Background: an optimization exercise with open tools, aiming at small area, a short achievable clock period and few clock cycles. Do not read the settings as production practice. In this exercise RTL edits were held to simulation tests only and were not proved equivalent to the original. Power and IR drop assume default switching activity.

Design qgk, start of the top module:
module qgk (
    input  wire        clk,
    input  wire        rst,
    input  wire        reg_wr,
    input  wire [6:0]  reg_addr,
    input  wire [31:0] reg_wdata,
    output reg  [31:0] reg_rdata,
    output wire        busy,
    output reg         mem_req,
    output reg         mem_we,
    output reg  [31:0] mem_addr,
    output reg  [3:0]  mem_be,
    output reg  [31:0] mem_wdata,
    input  wire        mem_ready,
    input  wire [31:0] mem_rdata
);
Settings: LEC_CHECK=0, CAP_MARGIN=20, CORE_MARGIN=2, CORE_UTILIZATION=60, CTS_CLUSTER_DIAMETER=140, CTS_CLUSTER_SIZE=18, SLEW_MARGIN=20; clock period 16.0 ns.
standard.sh (not shown) runs the stock make flow with config.mk's settings and CLKGATE_MAP_FILE= SYNTH_SCRIPT=/design/flow/synth_recipe.tcl, a recipe that flattens the netlist after the stock synthesis.
==> flow/flow/run.sh <==
#!/bin/bash
# The standard ORFS layout (standard synthesis, floorplan, placement, CTS,
# routing), with ORFS's timing repair asked to keep a setup margin of
# MARGIN ns at the design's clock period. The make output goes to
# standard_flow.log; ORFS keeps each step's log under orfs/logs/.
set -euo pipefail
MARGIN=8
bash standard.sh SETUP_SLACK_MARGIN=$MARGIN finish > standard_flow.log 2>&1
Testbench counts at the start, summed over its fixed seeds: cycles 62,382.
==> next run, changes <==
--- a/flow/flow/run.sh
+++ b/flow/flow/run.sh
@@ -7 +7 @@
-MARGIN=8
+MARGIN=7.4
--- a/flow/config.mk
+++ b/flow/config.mk
@@ -11,2 +11,2 @@
-export CTS_CLUSTER_DIAMETER = 140
-export CTS_CLUSTER_SIZE = 18
+export CTS_CLUSTER_DIAMETER = 100
+export CTS_CLUSTER_SIZE = 20
=> The changed run ran to the end with no violations; routed wire length drops slightly; utilization falls by 1.1 points; maximum frequency grows by a few percent; count of clock-buffer cells in the layout came out lower by 13; combinational power fell slightly.
==> next run, changes <==
--- a/flow/flow/run.sh
+++ b/flow/flow/run.sh
@@ -7 +7 @@
-MARGIN=7.4
+MARGIN=7.0
Outcome: The changed run ran to the end with no violations; total power hardly moves; area after synthesis is unchanged; sequential share of layout area climbs by 0.17 points; global-route usage drops by 0.11 points; clock power is about the same; hold slack improves by 0.0067 ns.


Another version of the RTL of qgk (not shown whole).
Size in the first run: roughly 1300 flip-flops, roughly 180 I/O pins.
Settings: LEC_CHECK=0, CAP_MARGIN=30, CORE_MARGIN=2, CORE_UTILIZATION=55, CTS_CLUSTER_DIAMETER=100, CTS_CLUSTER_SIZE=20, GPL_ROUTABILITY_DRIVEN=0, SLEW_MARGIN=30; clock period 16.0 ns.
==> flow/flow/run.sh <==
#!/bin/bash
# The standard ORFS layout (standard synthesis, floorplan, placement, CTS,
# routing), with two changes: the port buffers are buf_2 cells rather than the
# default delay buffers, and ORFS's timing repair is asked to keep a setup
# margin of MARGIN ns at the design's clock period. The make output goes to
# standard_flow.log; ORFS keeps each step's log under orfs/logs/.
set -euo pipefail
MARGIN=7.6
bash standard.sh SETUP_SLACK_MARGIN=$MARGIN "BUFFER_PORTS_ARGS=-buffer_cell sky130_fd_sc_hd__buf_2" finish > standard_flow.log 2>&1
Testbench counts at the start, summed over its fixed seeds: cycles 61,590.
==> next run, changes <==
==> flow/flow/run.sh (replaced) <==
#!/bin/bash
# The standard ORFS layout (standard synthesis, floorplan, placement, CTS,
# routing), with two changes: the port buffers are buf_4 cells rather than the
# default delay buffers, and ORFS's timing repair is asked to keep a setup
# margin of MARGIN ns at the design's clock period. The make output goes to
# standard_flow.log; ORFS keeps each step's log under orfs/logs/.
set -euo pipefail
MARGIN=7.6
bash standard.sh SETUP_SLACK_MARGIN=$MARGIN "BUFFER_PORTS_ARGS=-buffer_cell sky130_fd_sc_hd__buf_4" finish > standard_flow.log 2>&1
Settings changed: CORE_UTILIZATION 55 to 50, GPL_ROUTABILITY_DRIVEN 0 to unset, PLACE_DENSITY set to 0.55.
The new run passed the timing, DRC and antenna checks.
Via count shrinks by 0.91%.
Hold slack is worse by 0.023 ns.
Combinational power grows by about 1%.
Utilization shrinks by 5.1 points.
Setup slack is worse by 0.11 ns.
Sequential share of layout area shrinks by 0.12 points.
Clock-buffer cell count grows by 3.
Sequential cell count stays the same.
Cell count grows by 1.6%.
First-iteration DRC count shrinks by 9.9%.
Final area grows by 0.32%.
==> next run, changes <==
==> flow/flow/run.sh (replaced) <==
#!/bin/bash
# The standard ORFS layout (standard synthesis, floorplan, placement, CTS,
# routing), with three changes: the port buffers are buf_4 cells rather than
# the default delay buffers, the pins of the register read port are placed on
# one edge (flow/io.tcl), and ORFS's timing repair is asked to keep a setup
# margin of MARGIN ns at the design's clock period. The make output goes to
# standard_flow.log; ORFS keeps each step's log under orfs/logs/.
set -euo pipefail
MARGIN=7.6
bash standard.sh SETUP_SLACK_MARGIN=$MARGIN "BUFFER_PORTS_ARGS=-buffer_cell sky130_fd_sc_hd__buf_4" \
    IO_CONSTRAINTS="$(pwd)/flow/io.tcl" finish > standard_flow.log 2>&1
==> flow/flow/io.tcl (new file) <==
# Pin placement: the register read port (reg_addr in, reg_rdata out) on one
# edge, so that its combinational path stays short.
set qgk_pins {}
for {set i 0} {$i < 7} {incr i} { lappend qgk_pins "reg_addr\[$i\]" }
for {set i 0} {$i < 32} {incr i} { lappend qgk_pins "reg_rdata\[$i\]" }
set_io_pin_constraint -pin_names $qgk_pins -region bottom:*
Settings changed: CORE_UTILIZATION 50 to 55, PLACE_DENSITY 0.55 to unset.
Final cell count decreases by 0.98%.
Setup slack is better by 0.13 ns.
Final area increases by 0.70%.
Fmax increases by 1.6%.
Routed wire length increases by 0.44%.
Via count increases by 2.5%.
Worst hold slack is better by 0.024 ns.
Clock-buffer cell count decreases by 6.
Global-route usage increases by 4.1 points.
Total power decreases by 1.5%.
Critical path depth increases by 1.
==> next run, changes <==
==> flow/flow/run.sh (replaced) <==
#!/bin/bash
# The standard ORFS layout (standard synthesis, floorplan, placement, CTS,
# routing), with two changes: the port buffers are buf_2 cells rather than the
# default delay buffers, and ORFS's timing repair is asked to keep a setup
# margin of MARGIN ns at the design's clock period. The make output goes to
# standard_flow.log; ORFS keeps each step's log under orfs/logs/.
set -euo pipefail
MARGIN=7.6
bash standard.sh SETUP_SLACK_MARGIN=$MARGIN "BUFFER_PORTS_ARGS=-buffer_cell sky130_fd_sc_hd__buf_2" finish > standard_flow.log 2>&1
Settings changed: CAP_MARGIN 30 to 20, SLEW_MARGIN 30 to 20.
removed: flow/flow/io.tcl
=>
- clock-buffer cell count increases by 5
- area after synthesis does not change
- non-clock buffer count decreases by 47
- utilization decreases by 0.56 points
- die area stays the same
- cell count decreases by 0.49%
- cell area decreases by 0.93%
- setup slack loses 0.080 ns
- global-route usage decreases by 1.4 points
- total power increases by 1.3%


south:
Another version of the RTL of qgk (not shown whole).
Size: about 8,900 cells after synthesis, about 1,300 flip-flops, about 180 I/O pins, roughly 0.092 mm² of cells after synthesis.
Settings: LEC_CHECK=0, CAP_MARGIN=30, CORE_MARGIN=2, CORE_UTILIZATION=48, CTS_CLUSTER_DIAMETER=100, CTS_CLUSTER_SIZE=20, SLEW_MARGIN=30; clock period 16.0 ns.
==> flow/flow/run.sh <==
#!/bin/bash
# The standard ORFS layout (standard synthesis, floorplan, placement, CTS,
# routing), with two changes: the port buffers are buf_4 cells rather than the
# default delay buffers, and ORFS's timing repair is asked to keep a setup
# margin of MARGIN ns at the design's clock period. The make output goes to
# standard_flow.log; ORFS keeps each step's log under orfs/logs/.
set -euo pipefail
MARGIN=7.6
bash standard.sh SETUP_SLACK_MARGIN=$MARGIN "BUFFER_PORTS_ARGS=-buffer_cell sky130_fd_sc_hd__buf_4" finish > standard_flow.log 2>&1
Testbench counts of south, summed over its fixed seeds: cycles 61,292.
For east, these inputs were changed with respect to south:
Settings: CORE_UTILIZATION now 52, was 48.
Notes after the runs:
Changes observed in east relative to south: global-route wire length before repair saw an increase, fraction of power spent switching nets saw an increase, post-route clock period utilization saw a decrease.


== before ==
qgk with an RTL version that a note above also has.
For scale: ~8,800 cells after synthesis, roughly 180 I/O pins.
Settings: LEC_CHECK=0, CAP_MARGIN=30, CORE_MARGIN=2, CORE_UTILIZATION=55, CTS_CLUSTER_DIAMETER=100, CTS_CLUSTER_SIZE=20, SLEW_MARGIN=30; clock period 16.0 ns.
==> flow/flow/run.sh <==
#!/bin/bash
# The standard ORFS layout (standard synthesis, floorplan, placement, CTS,
# routing), with two changes: the port buffers are buf_4 cells rather than the
# default delay buffers, and ORFS's timing repair is asked to keep a setup
# margin of MARGIN ns at the design's clock period. The make output goes to
# standard_flow.log; ORFS keeps each step's log under orfs/logs/.
set -euo pipefail
MARGIN=7.8
bash standard.sh SETUP_SLACK_MARGIN=$MARGIN "BUFFER_PORTS_ARGS=-buffer_cell sky130_fd_sc_hd__buf_4" finish > standard_flow.log 2>&1
before | status: complete | timing, DRC, antenna: pass
Testbench counts of before, summed over its fixed seeds: cycles 61,590.
Changes in after relative to before:
- swapping 55 for 50 in CORE_UTILIZATION
-- flow/flow/run.sh --
<<< before, line 8
MARGIN=7.8
>>> after, line 8
MARGIN=7.6
--- outcome ---
Start point of the critical path: reg_addr[5] -> after, reg_addr[3] -> before
after ended up with a higher count of clock-buffer cells in the layout than before did.
Sort before and after by final net count, descending, and before comes first.
Looking at setup slack across both flows, after is the stronger of the two, with before trailing.
Static leakage ended up 0.71 nW lower on after than on before.
Fraction of power spent switching nets ends up higher on before.


qgk again, from the RTL that the note above started with.
==> flow/config.mk <==
export PLATFORM = sky130hd
export DESIGN_NAME = qgk
export DESIGN_NICKNAME = qgk
export VERILOG_FILES = /design/flow/design.v
export SDC_FILE = /design/flow/constraint.sdc
export NUM_CORES = 8
export LEC_CHECK = 0
export CAP_MARGIN = 30
export CORE_MARGIN = 2
export CORE_UTILIZATION = 55
export CTS_CLUSTER_DIAMETER = 100
export CTS_CLUSTER_SIZE = 20
export SLEW_MARGIN = 30
==> flow/constraint.sdc <==
create_clock -name core_clock -period 16.0 [get_ports {clk}]
set_input_delay 3.2000 -clock core_clock [delete_from_list [all_inputs] [get_ports {clk}]]
set_output_delay 3.2000 -clock core_clock [all_outputs]
set_load 0.01 [all_outputs]
==> flow/flow/run.sh <==
#!/bin/bash
# The standard ORFS layout (standard synthesis, floorplan, placement, CTS,
# routing), with two changes: the port buffers are buf_4 cells rather than the
# default delay buffers, and ORFS's timing repair is asked to keep a setup
# margin of MARGIN ns at the design's clock period. The make output goes to
# standard_flow.log; ORFS keeps each step's log under orfs/logs/.
set -euo pipefail
MARGIN=7.6
bash standard.sh SETUP_SLACK_MARGIN=$MARGIN "BUFFER_PORTS_ARGS=-buffer_cell sky130_fd_sc_hd__buf_4" finish > standard_flow.log 2>&1
Testbench counts at the start, summed over its fixed seeds: cycles 61,590.
Rerun with:
--- a/flow/config.mk
+++ b/flow/config.mk
@@ -8,6 +8,7 @@
 export CAP_MARGIN = 30
 export CORE_MARGIN = 2
-export CORE_UTILIZATION = 55
+export CORE_UTILIZATION = 50
 export CTS_CLUSTER_DIAMETER = 100
 export CTS_CLUSTER_SIZE = 20
+export PLACE_DENSITY = 0.7
 export SLEW_MARGIN = 30
The changed run produced a clean layout.
Synthesized cell count does not change.
Register-to-register slack loses 0.20 ns.
Clock power went down by about 2%.
Wire length drops by 6.4%.
Worst setup slack gets better by 0.13 ns.
Rerun with:
==> flow/config.mk (replaced) <==
export PLATFORM = sky130hd
export DESIGN_NAME = qgk
export DESIGN_NICKNAME = qgk
export VERILOG_FILES = /design/flow/design.v
export SDC_FILE = /design/flow/constraint.sdc
export NUM_CORES = 8
export LEC_CHECK = 0
export CAP_MARGIN = 20
export CORE_MARGIN = 2
export CORE_UTILIZATION = 55
export CTS_CLUSTER_DIAMETER = 100
export CTS_CLUSTER_SIZE = 20
export SLEW_MARGIN = 20
Effect: The changed run completed, yet does not pass: capacitance limit, slew limit. Design area went up by 0.32%. Count of clock-buffer cells in the layout grows by 3. Fmax decreases by about 0.4%. Synthesized area does not change. Total power grows by 2.1%. Routed wire length rose by about 7%. Die area came out lower by 9.0%. Worst setup slack loses 0.035 ns. Final cell count goes down by 1.4%. First-iteration DRC count stays flat. Global-route usage climbs by 6.7 points.
Rerun with:
--- a/flow/config.mk
+++ b/flow/config.mk
@@ -6,8 +6,8 @@
 export NUM_CORES = 8
 export LEC_CHECK = 0
-export CAP_MARGIN = 20
+export CAP_MARGIN = 30
 export CORE_MARGIN = 2
-export CORE_UTILIZATION = 55
+export CORE_UTILIZATION = 45
 export CTS_CLUSTER_DIAMETER = 100
 export CTS_CLUSTER_SIZE = 20
-export SLEW_MARGIN = 20
+export SLEW_MARGIN = 30
After rerunning: With this change the flow produced a clean layout. Critical path depth fell by 2. Worst setup slack degrades by 0.23 ns. Design area rose by 0.40%. Global-route usage fell by 8.6 points. Sequential power is about the same. Die area rose by 22%. Combinational power fell by 5.6%. Routed wire length fell by 1.9%. Register-to-register slack improves by 0.08 ns. Count of clock-buffer cells in the layout fell by 8.
Rerun with:
--- a/flow/flow/run.sh
+++ b/flow/flow/run.sh
@@ -6,4 +6,4 @@
 # standard_flow.log; ORFS keeps each step's log under orfs/logs/.
 set -euo pipefail
-MARGIN=7.6
+MARGIN=7.7
 bash standard.sh SETUP_SLACK_MARGIN=$MARGIN "BUFFER_PORTS_ARGS=-buffer_cell sky130_fd_sc_hd__buf_4" finish > standard_flow.log 2>&1
--- a/flow/config.mk
+++ b/flow/config.mk
@@ -8,5 +8,5 @@
 export CAP_MARGIN = 30
 export CORE_MARGIN = 2
-export CORE_UTILIZATION = 45
+export CORE_UTILIZATION = 50
 export CTS_CLUSTER_DIAMETER = 100
 export CTS_CLUSTER_SIZE = 20
What happened:
- total power rose by 1.4%
- cell area stays flat
- routed wire length rose by 4.2%
- global-route usage rose by 5.5 points
- hold slack gains 0.020 ns
- critical path depth rose by 3
- flip-flop and latch count is unchanged
- combinational power rose by about 3%
- via count rose by 1.5%

re-timing with driven ports:
How much do the figures lean on ideal ports? The routed layouts below were timed once more, with nothing changed but the port constraints.
Step 1 (the two cells are an assumption about what drives the block):
set clk [get_ports {clk}]
set_driving_cell -lib_cell sky130_fd_sc_hd__clkbuf_16 $clk
set_driving_cell -lib_cell sky130_fd_sc_hd__buf_2 [delete_from_list [all_inputs] $clk]
Step 2 times the ports against the registers' clock, not the clock port: input delays grow and output delays shrink by t, the midpoint of the rising clock arrivals with the driver on.
Slacks: no drivers / after step 1 / after step 2; pairs: no drivers / after step 1.
| run | t (ns) | setup WS [ns] | hold slack, ns | worst data-port slew with drivers (ns) |
|---|---|---|---|---|
| the first run of note 1 | 0.827 | 7.135 / 7.103 / 7.103 | 0.458 / 0.458 / 0.458 | 0.05 |
| the second run of note 1 | 0.806 | 7.343 / 7.313 / 7.313 | 0.437 / 0.437 / 0.437 | 0.05 |
| the third run of note 1 | 0.806 | 6.948 / 6.924 / 6.924 | 0.443 / 0.443 / 0.443 | 0.05 |
| the first run of note 2 | 0.863 | 7.399 / 7.345 / 7.280 | 0.476 / 0.476 / 0.476 | 0.10 |
| the second run of note 2 | 0.853 | 7.293 / 7.223 / 7.223 | 0.453 / 0.453 / 0.453 | 0.14 |
| the third run of note 2 | 0.861 | 7.428 / 7.271 / 7.271 | 0.478 / 0.478 / 0.478 | 0.16 |
| the fourth run of note 2 | 0.842 | 7.348 / 7.307 / 7.266 | 0.457 / 0.457 / 0.457 | 0.11 |
| south | 0.852 | 7.430 / 7.166 / 7.166 | 0.469 / 0.469 / 0.469 | 0.28 |
| east | 0.861 | 7.495 / 7.297 / 7.297 | 0.495 / 0.495 / 0.495 | 0.28 |
| before | 0.891 | 7.324 / 7.253 / 7.253 | 0.456 / 0.456 / 0.456 | 0.11 |
| after | 0.867 | 7.525 / 7.458 / 7.245 | 0.479 / 0.479 / 0.479 | 0.11 |
| the first run of note 5 | 0.882 | 7.286 / 7.217 / 7.217 | 0.457 / 0.457 / 0.457 | 0.11 |
| the second run of note 5 | 0.838 | 7.415 / 7.350 / 7.318 | 0.459 / 0.459 / 0.459 | 0.11 |
| the third run of note 5 | 0.869 | 7.380 / 7.329 / 7.329 | 0.456 / 0.456 / 0.456 | 0.11 |
| the fourth run of note 5 | 0.850 | 7.150 / 7.086 / 7.086 | 0.478 / 0.478 / 0.478 | 0.11 |
| the fifth run of note 5 | 0.858 | 7.521 / 7.421 / 7.248 | 0.497 / 0.497 / 0.497 | 0.12 |
For after, which loses most, drivers alone change the setup slack by -0.067 ns; drivers and shift together by -0.280 ns.
